This is an optimization exercise on Yosys and OpenROAD, whose aim is small area, a short achievable clock period and few clock cycles per item, not a production implementation. Where RTL was checked, it was by simulation tests only, not by an equivalence proof against the original. Power and IR drop assume default switching activity.

build 32:
Design sge_fec_esc, start of the top module:
module sge_fec_esc (
    input  wire       clk,
    input  wire       rst,
    input  wire       in_valid,
    output wire       in_ready,
    input  wire [7:0] in_data,
    input  wire       in_last,
    output wire       out_valid,
    input  wire       out_ready,
    output wire [7:0] out_data,
    output wire       out_last
);
==> flow/config.mk <==
export PLATFORM = sky130hd
export DESIGN_NAME = sge_fec_esc
export DESIGN_NICKNAME = sge_fec_esc
export VERILOG_FILES = /design/flow/design.v
export SDC_FILE = /design/flow/constraint.sdc
export NUM_CORES = 4
export LEC_CHECK = 0
export CAP_MARGIN = 20
export CORE_MARGIN = 2
export CORE_UTILIZATION = 70
export CTS_BUF_LIST = sky130_fd_sc_hd__clkbuf_8
export CTS_CLUSTER_DIAMETER = 40
export CTS_CLUSTER_SIZE = 16
export PLACE_DENSITY = 0.75
export SETUP_SLACK_MARGIN = 2.0
export SLEW_MARGIN = 20
==> flow/constraint.sdc <==
create_clock -name core_clock -period 4.0 [get_ports {clk}]
set_input_delay 0.8000 -clock core_clock [delete_from_list [all_inputs] [get_ports {clk}]]
set_output_delay 0.8000 -clock core_clock [all_outputs]
set_load 0.01 [all_outputs]
run.sh (not shown) runs the stock make flow with config.mk's settings and CLKGATE_MAP_FILE= SYNTH_SCRIPT=/design/flow/synth_recipe.tcl, a recipe that flattens the netlist after the stock synthesis.
Build 32: all stages complete, timing, DRC and antenna checks passed
Testbench counts of build 32, summed over its fixed seeds: cycles 31,336, out bytes 31,088.
Input changes introduced in build 17 (baseline for comparison: build 32):
# build 32
export LEC_CHECK = 0
export CAP_MARGIN = 20
export CORE_MARGIN = 2
export CORE_UTILIZATION = 70
export CTS_BUF_LIST = sky130_fd_sc_hd__clkbuf_8
export CTS_CLUSTER_DIAMETER = 40
export CTS_CLUSTER_SIZE = 16
export PLACE_DENSITY = 0.75
export SETUP_SLACK_MARGIN = 2.0
export SLEW_MARGIN = 20
create_clock -name core_clock -period 4.0 [get_ports {clk}]
# build 17
export LEC_CHECK = 0
export CAP_MARGIN = 20
export CORE_MARGIN = 2
export CORE_UTILIZATION = 70
export CTS_BUF_LIST = sky130_fd_sc_hd__clkbuf_8
export CTS_CLUSTER_DIAMETER = 50
export CTS_CLUSTER_SIZE = 20
export SETUP_SLACK_MARGIN = 1.8
export SLEW_MARGIN = 20
create_clock -name core_clock -period 4.0 [get_ports {clk}]
==> comparison <==
Each of the runs, namely build 32 and build 17, reached the end of the flow and came out clean.
[compare] base=build 32 new=build 17: post-layout utilization of the core saw a decrease; clock tree buffer count of the final layout -13; final critical-path required period climbed 0.20 ns; wire length of the first global-routing pass moved down.
Of the two values seen for critical path's slowest cell, sky130_fd_sc_hd__xnor2_2 was produced by build 32 and sky130_fd_sc_hd__edfxtp_1 by build 17.
The following lists how build 59 was set up differently from build 17:
# build 17
export LEC_CHECK = 0
export CAP_MARGIN = 20
export CORE_MARGIN = 2
export CORE_UTILIZATION = 70
export CTS_BUF_LIST = sky130_fd_sc_hd__clkbuf_8
export CTS_CLUSTER_DIAMETER = 50
export CTS_CLUSTER_SIZE = 20
export SETUP_SLACK_MARGIN = 1.8
export SLEW_MARGIN = 20
create_clock -name core_clock -period 4.0 [get_ports {clk}]
# build 59
export LEC_CHECK = 0
export CAP_MARGIN = 20
export CORE_MARGIN = 2
export CORE_UTILIZATION = 70
export CTS_BUF_LIST = sky130_fd_sc_hd__clkbuf_8
export CTS_CLUSTER_DIAMETER = 40
export CTS_CLUSTER_SIZE = 16
export SETUP_SLACK_MARGIN = 2.1
export SLEW_MARGIN = 20
create_clock -name core_clock -period 4.0 [get_ports {clk}]
--- outcome ---
Route | build 59 vs build 17 | wire longer in build 59
Going from build 17 to build 59, largest net degree at the start of global routing grew by a few percent.
Build 59 vs build 17 on final instance count without filler cells: build 59 is the higher one.
sky130_fd_sc_hd__edfxtp_1 as the slowest cell on the critical path was reported by build 17, and sky130_fd_sc_hd__xnor3_2 by build 59.
The inputs of build 94 differ from those of build 59 as listed below.
# build 59
export LEC_CHECK = 0
export CAP_MARGIN = 20
export CORE_MARGIN = 2
export CORE_UTILIZATION = 70
export CTS_BUF_LIST = sky130_fd_sc_hd__clkbuf_8
export CTS_CLUSTER_DIAMETER = 40
export CTS_CLUSTER_SIZE = 16
export SETUP_SLACK_MARGIN = 2.1
export SLEW_MARGIN = 20
create_clock -name core_clock -period 4.0 [get_ports {clk}]
# build 94
export LEC_CHECK = 0
export CAP_MARGIN = 20
export CORE_MARGIN = 2
export CORE_UTILIZATION = 65
export CTS_BUF_LIST = sky130_fd_sc_hd__clkbuf_8
export CTS_CLUSTER_DIAMETER = 40
export CTS_CLUSTER_SIZE = 16
export SETUP_SLACK_MARGIN = 2.0
export SLEW_MARGIN = 20
create_clock -name core_clock -period 4.0 [get_ports {clk}]
[summary]
Power share of the clock group (higher): build 94. Summary of build 94 over build 59: number of clock buffers in the layout increased by 2 relative to the old numbers, via count of the first global-routing pass decreased by about 4.4% relative to the old numbers, global-route usage decreased by 3.9 points relative to the old numbers, static leakage decreased by about 1% relative to the old numbers. From build 59 to build 94 the numbers moved as follows: sequential cell area held, horizontal die dimension went up about 3.7%, switching part of the total power now sits lower. Looking at sequential share of layout area, build 94 sits 0.36 points above build 59.


sge_fec_esc, a different RTL version from the one above (not shown whole).
Size: about 330 flip-flops, about 24 I/O pins, ~0.015 mm² of cells after synthesis.
clock: 4.0 ns
lec_check: 0
cap_margin: 20
core_margin: 2
core_utilization: 70
cts_buf_list: sky130_fd_sc_hd__clkbuf_8
cts_cluster_diameter: 50
cts_cluster_size: 20
setup_slack_margin: 1.8
slew_margin: 20
Change:
--- a/flow/config.mk
+++ b/flow/config.mk
@@ -10,5 +10,3 @@
 export CORE_UTILIZATION = 70
-export CTS_BUF_LIST = sky130_fd_sc_hd__clkbuf_8
-export CTS_CLUSTER_DIAMETER = 50
-export CTS_CLUSTER_SIZE = 20
+export PLACE_DENSITY = 0.85
 export SETUP_SLACK_MARGIN = 1.8
Outcome: The changed run went through all stages and came out clean. Routed wire length increases by 12%. Die area is unchanged. Clock-buffer cell count rises by 13. Total power went up by 11%. Setup slack degrades by 0.067 ns. Combinational power climbs by about 8%. Global-route usage rises by 2.5 points. Worst hold slack hardly moves. Clock skew fell by 0.0072 ns. Fmax shrinks by 2.9%.
Change:
--- a/flow/config.mk
+++ b/flow/config.mk
@@ -10,4 +10,3 @@
 export CORE_UTILIZATION = 70
-export PLACE_DENSITY = 0.85
-export SETUP_SLACK_MARGIN = 1.8
+export SETUP_SLACK_MARGIN = 2.2
 export SLEW_MARGIN = 20
The changed run never finished: it broke off in clock tree synthesis (4_1_cts).
Area after synthesis stays the same.
Synthesized cell count does not change.
Function was not checked in any run of this note: the RTL went through the layout flow alone.


Setup of oak:
sge_fec_esc again, from the RTL that the note above started with.
Settings: LEC_CHECK=0, CAP_MARGIN=20, CORE_MARGIN=2, CORE_UTILIZATION=70, SETUP_SLACK_MARGIN=1.4, SLEW_MARGIN=20; clock period 4.0 ns.
Relative to oak, the following input files were edited for pine:
- SETUP_SLACK_MARGIN now 1.8, was 1.4
## What came out
[compare] base=oak new=pine: number of buffers inserted during clock tree synthesis went down, number of gates resized after cts grew by 45, met1 capacity usage during global routing went down by 0.76 points, cell area after layout grew by 4.2%, cell-internal power went down 0.97%.
Count of clock-buffer cells in the layout (pine vs. oak) decreases by a few percent
Detailed route wirelength on metal3 for pine: about 30% up relative to oak
Of pine and oak, oak shows the higher critical path depth in cells, with pine below it.
oak ended up with out_ready as its worst setup path startpoint; pine ended up with u_rs.fbd[1]$_DFFE_PN_.
Relative to pine, the following input files were edited for birch:
- PLACE_DENSITY: unset -> 0.9
- CORE_UTILIZATION: 70 -> 60
Findings:
Comparing birch against pine, there is no change at all in sequential cell area in the final layout.
When birch is measured against pine, its utilization turns out 11 points lower.
Maximum clock rate delta (pine -> birch): insignificant
Arrival time of data at the critical path endpoint across birch and pine: no real change.
The total global-route track usage in birch sits 4.6 points below the value recorded for pine.
Wire length on met2, birch vs pine: up by a few percent
Looking at master of the slowest instance on the critical path, the sky130_fd_sc_hd__edfxtp_1 result is from birch; the sky130_fd_sc_hd__xnor2_1 one comes from pine.
> inputs changed (birch -> maple)
- CORE_UTILIZATION: 60 -> 70
- SETUP_SLACK_MARGIN: 1.8 -> 2.0
- PLACE_DENSITY: 0.9 -> unset
==> comparison <==
maple vs. birch: number of stages on the worst setup path increased by 3 relative to the old numbers; routability-driven placement congestion ratio lost about 2.2%; post-route total power picked up an extra about 8%; total non-filler cell area in the finished layout higher. Final clock skew: maple worse than birch.
No functional check of the RTL was part of any run of this note.


== cedar ==
Another version of the RTL of sge_fec_esc (not shown whole).
Size: ~950 cells after synthesis, roughly 320 flip-flops, about 24 I/O pins, ~0.015 sq mm of cells after synthesis.
Settings: LEC_CHECK=0, ABC_CLOCK_PERIOD_IN_PS=1800, CAP_MARGIN=20, CORE_MARGIN=2, CORE_UTILIZATION=70, SETUP_SLACK_MARGIN=1.8, SLEW_MARGIN=20; clock period 4.0 ns.
Input changes introduced in garnet (baseline for comparison: cedar):
# cedar
export LEC_CHECK = 0
export ABC_CLOCK_PERIOD_IN_PS = 1800
export CAP_MARGIN = 20
export CORE_MARGIN = 2
export CORE_UTILIZATION = 70
export SETUP_SLACK_MARGIN = 1.8
export SLEW_MARGIN = 20
create_clock -name core_clock -period 4.0 [get_ports {clk}]
# garnet
export LEC_CHECK = 0
export CAP_MARGIN = 20
export CORE_MARGIN = 2
export CORE_UTILIZATION = 60
export SETUP_SLACK_MARGIN = 2.4
export SLEW_MARGIN = 20
create_clock -name core_clock -period 4.0 [get_ports {clk}]
Findings:
- garnet: DPL-0033 in clock tree synthesis (4_1_cts) -> run aborted
- On mapped cell area, garnet tracks cedar almost exactly.
- Re post-synthesis mux area share: no difference whatsoever between garnet and cedar.
- garnet vs cedar on standard cell area after detailed placement: garnet is the higher one.
- Comparing cedar against garnet, there is no change at all in number of synthesized flops with an enable pin.
- Diff cedar..garnet | synthesized instance count | unchanged
- Going from cedar to garnet, weighted congestion reported at the end of routability-driven placement shrinks by about 2.6%.
- Comparing placed cell count for garnet and cedar, the bigger number came from garnet.
- Basic-gate share of the synthesized area counting and, or, nand and nor cells of garnet is on par with cedar.
- Going from cedar to garnet, worst slack at placement shrinks by 0.12 ns.
Input changes introduced in quartz (baseline for comparison: garnet):
# garnet
export LEC_CHECK = 0
export CAP_MARGIN = 20
export CORE_MARGIN = 2
export CORE_UTILIZATION = 60
export SETUP_SLACK_MARGIN = 2.4
export SLEW_MARGIN = 20
create_clock -name core_clock -period 4.0 [get_ports {clk}]
# quartz
export LEC_CHECK = 0
export CAP_MARGIN = 20
export CORE_MARGIN = 2
export CORE_UTILIZATION = 60
export SETUP_SLACK_MARGIN = 2.0
export SLEW_MARGIN = 20
create_clock -name core_clock -period 4.0 [get_ports {clk}]
The flow did not stop early for quartz: all stages ran, and the layout cleared the timing, DRC and antenna checks.
Delta (quartz minus garnet): pre-CTS worst setup slack increased by 0.30 ns relative to the old numbers; placed instance count now sits higher; initial cell density of the core saw little to no change.
Synthesized cell count: garnet vs quartz identical
Relative to garnet, the buffers inserted during post-CTS setup optimization measured on quartz has decreased by more than a quarter.
Across both runs, weighted congestion reported at the end of routability-driven placement was higher for quartz than for garnet.
Async set-or-reset flop fraction in the synthesized netlist: quartz vs garnet, no meaningful difference
Total half-perimeter wirelength after legalization and detailed placement grows slightly when moving from garnet to quartz.
Delta(count of cells resized by post-cts repair, quartz - garnet) < 0
~same number of port buffers in quartz and garnet
Function was not checked in any run of this note: the RTL went through the layout flow alone.


fjord:
sge_fec_esc with an RTL version that a note above also has.
For scale: about 330 flip-flops, about 24 I/O pins.
Settings: LEC_CHECK=0, CAP_MARGIN=20, CORE_MARGIN=2, CORE_UTILIZATION=70, CTS_BUF_LIST=sky130_fd_sc_hd__clkbuf_16, CTS_CLUSTER_DIAMETER=40, CTS_CLUSTER_SIZE=16, SETUP_SLACK_MARGIN=2.0, SLEW_MARGIN=20; clock period 4.0 ns.
Both conditions hold for fjord: the flow ran to the end and the final layout passed the timing, DRC and antenna checks.
Testbench counts of fjord, summed over its fixed seeds: cycles 31,336, out bytes 31,088.
Input changes introduced in harbor (baseline for comparison: fjord):
- a change of CTS_CLUSTER_SIZE from 16 to 20
- a change of SETUP_SLACK_MARGIN from 2.0 to 2.2
- a change of CTS_BUF_LIST from sky130_fd_sc_hd__clkbuf_16 to sky130_fd_sc_hd__clkbuf_8
- a change of CTS_CLUSTER_DIAMETER from 40 to 50
==> comparison <==
- [harbor] share of total power in combinational logic rose 3.8 points relative to fjord
- Level count of the clock H-tree in harbor is 1 below fjord.
- In the final reports, the cell area of harbor is smaller than that of fjord.
- Run comparison: fjord timing startpoint of the critical path u_rs.fbdl[6]$_SDFFE_PP0N_; harbor timing startpoint of the critical path u_rs.fbdl[5]$_SDFFE_PP0N_
- From fjord to harbor, share of the yosys chip area belonging to registers did not move at all.
- harbor vs. fjord: global-route wire length before repair lost about 1.5%; fraction of final layout cells with drive strength greater than 1 picked up an extra 5.7 points.
What sierra does differently from harbor at the input level:
- changing CTS_CLUSTER_SIZE from 20 to 16
- changing CTS_CLUSTER_DIAMETER from 50 to 40
--- outcome ---
- Of harbor and sierra, the run reporting the lower register-to-register slack was harbor.
- Of harbor and sierra, the higher ratio of final minimum period to clock period belongs to harbor.
- Compared with harbor, sierra improves worst setup slack.
- Routed length per instance: sierra > harbor
- Summary of sierra over harbor: number of non-filler instances in the completed layout +2.3%; met2 track demand over resource in global routing +2.1 points; global-route wire length before repair +4.8%; share of power burned in combinational logic -0.6 points.

## re-timing with driven ports
In the flow no input, the clock included, has a driving cell. The finished layouts below were timed again as built, in two steps.
Step 1: set_driving_cell puts a clkbuf_16 on clk and a buf_2 on each other input, an assumption about the parent block.
Step 2 also shifts input and output timing later by t, the mid clock arrival at the registers, as if the neighbouring blocks saw the same clock.
a / b / c = no drivers / after step 1 / after step 2; a / b = the first two.
run	shift t [ns]	setup WS [ns]	worst slew at a driven data input, ns	cell pins on the clock port's net
build 32	0.607	2.013 / 2.008 / 1.459	0.04	1
build 17	0.636	1.808 / 1.808 / 1.388	0.04	1
build 59	0.610	1.985 / 1.985 / 1.565	0.06	1
build 94	0.621	1.970 / 1.970 / 1.528	0.03	1
the first run of note 2	0.587	1.730 / 1.730 / 1.220	0.04	1
the second run of note 2	0.566	1.663 / 1.663 / 1.261	0.04	1
oak	0.552	1.426 / 1.439 / 0.888	0.05	1
pine	0.554	1.701 / 1.701 / 1.498	0.04	1
birch	0.556	1.694 / 1.694 / 1.456	0.04	1
maple	0.583	1.722 / 1.722 / 1.326	0.06	1
cedar	0.575	1.597 / 1.597 / 1.352	0.07	1
quartz	0.561	1.756 / 1.756 / 1.431	0.03	1
fjord	0.592	1.904 / 1.904 / 1.505	0.04	1
harbor	0.658	1.872 / 1.872 / 1.585	0.04	1
sierra	0.625	1.897 / 1.897 / 1.611	0.05	1
After both steps setup and hold are still met in every run listed. For build 32, which loses most, drivers alone change the setup slack by -0.005 ns; drivers and shift together by -0.554 ns.
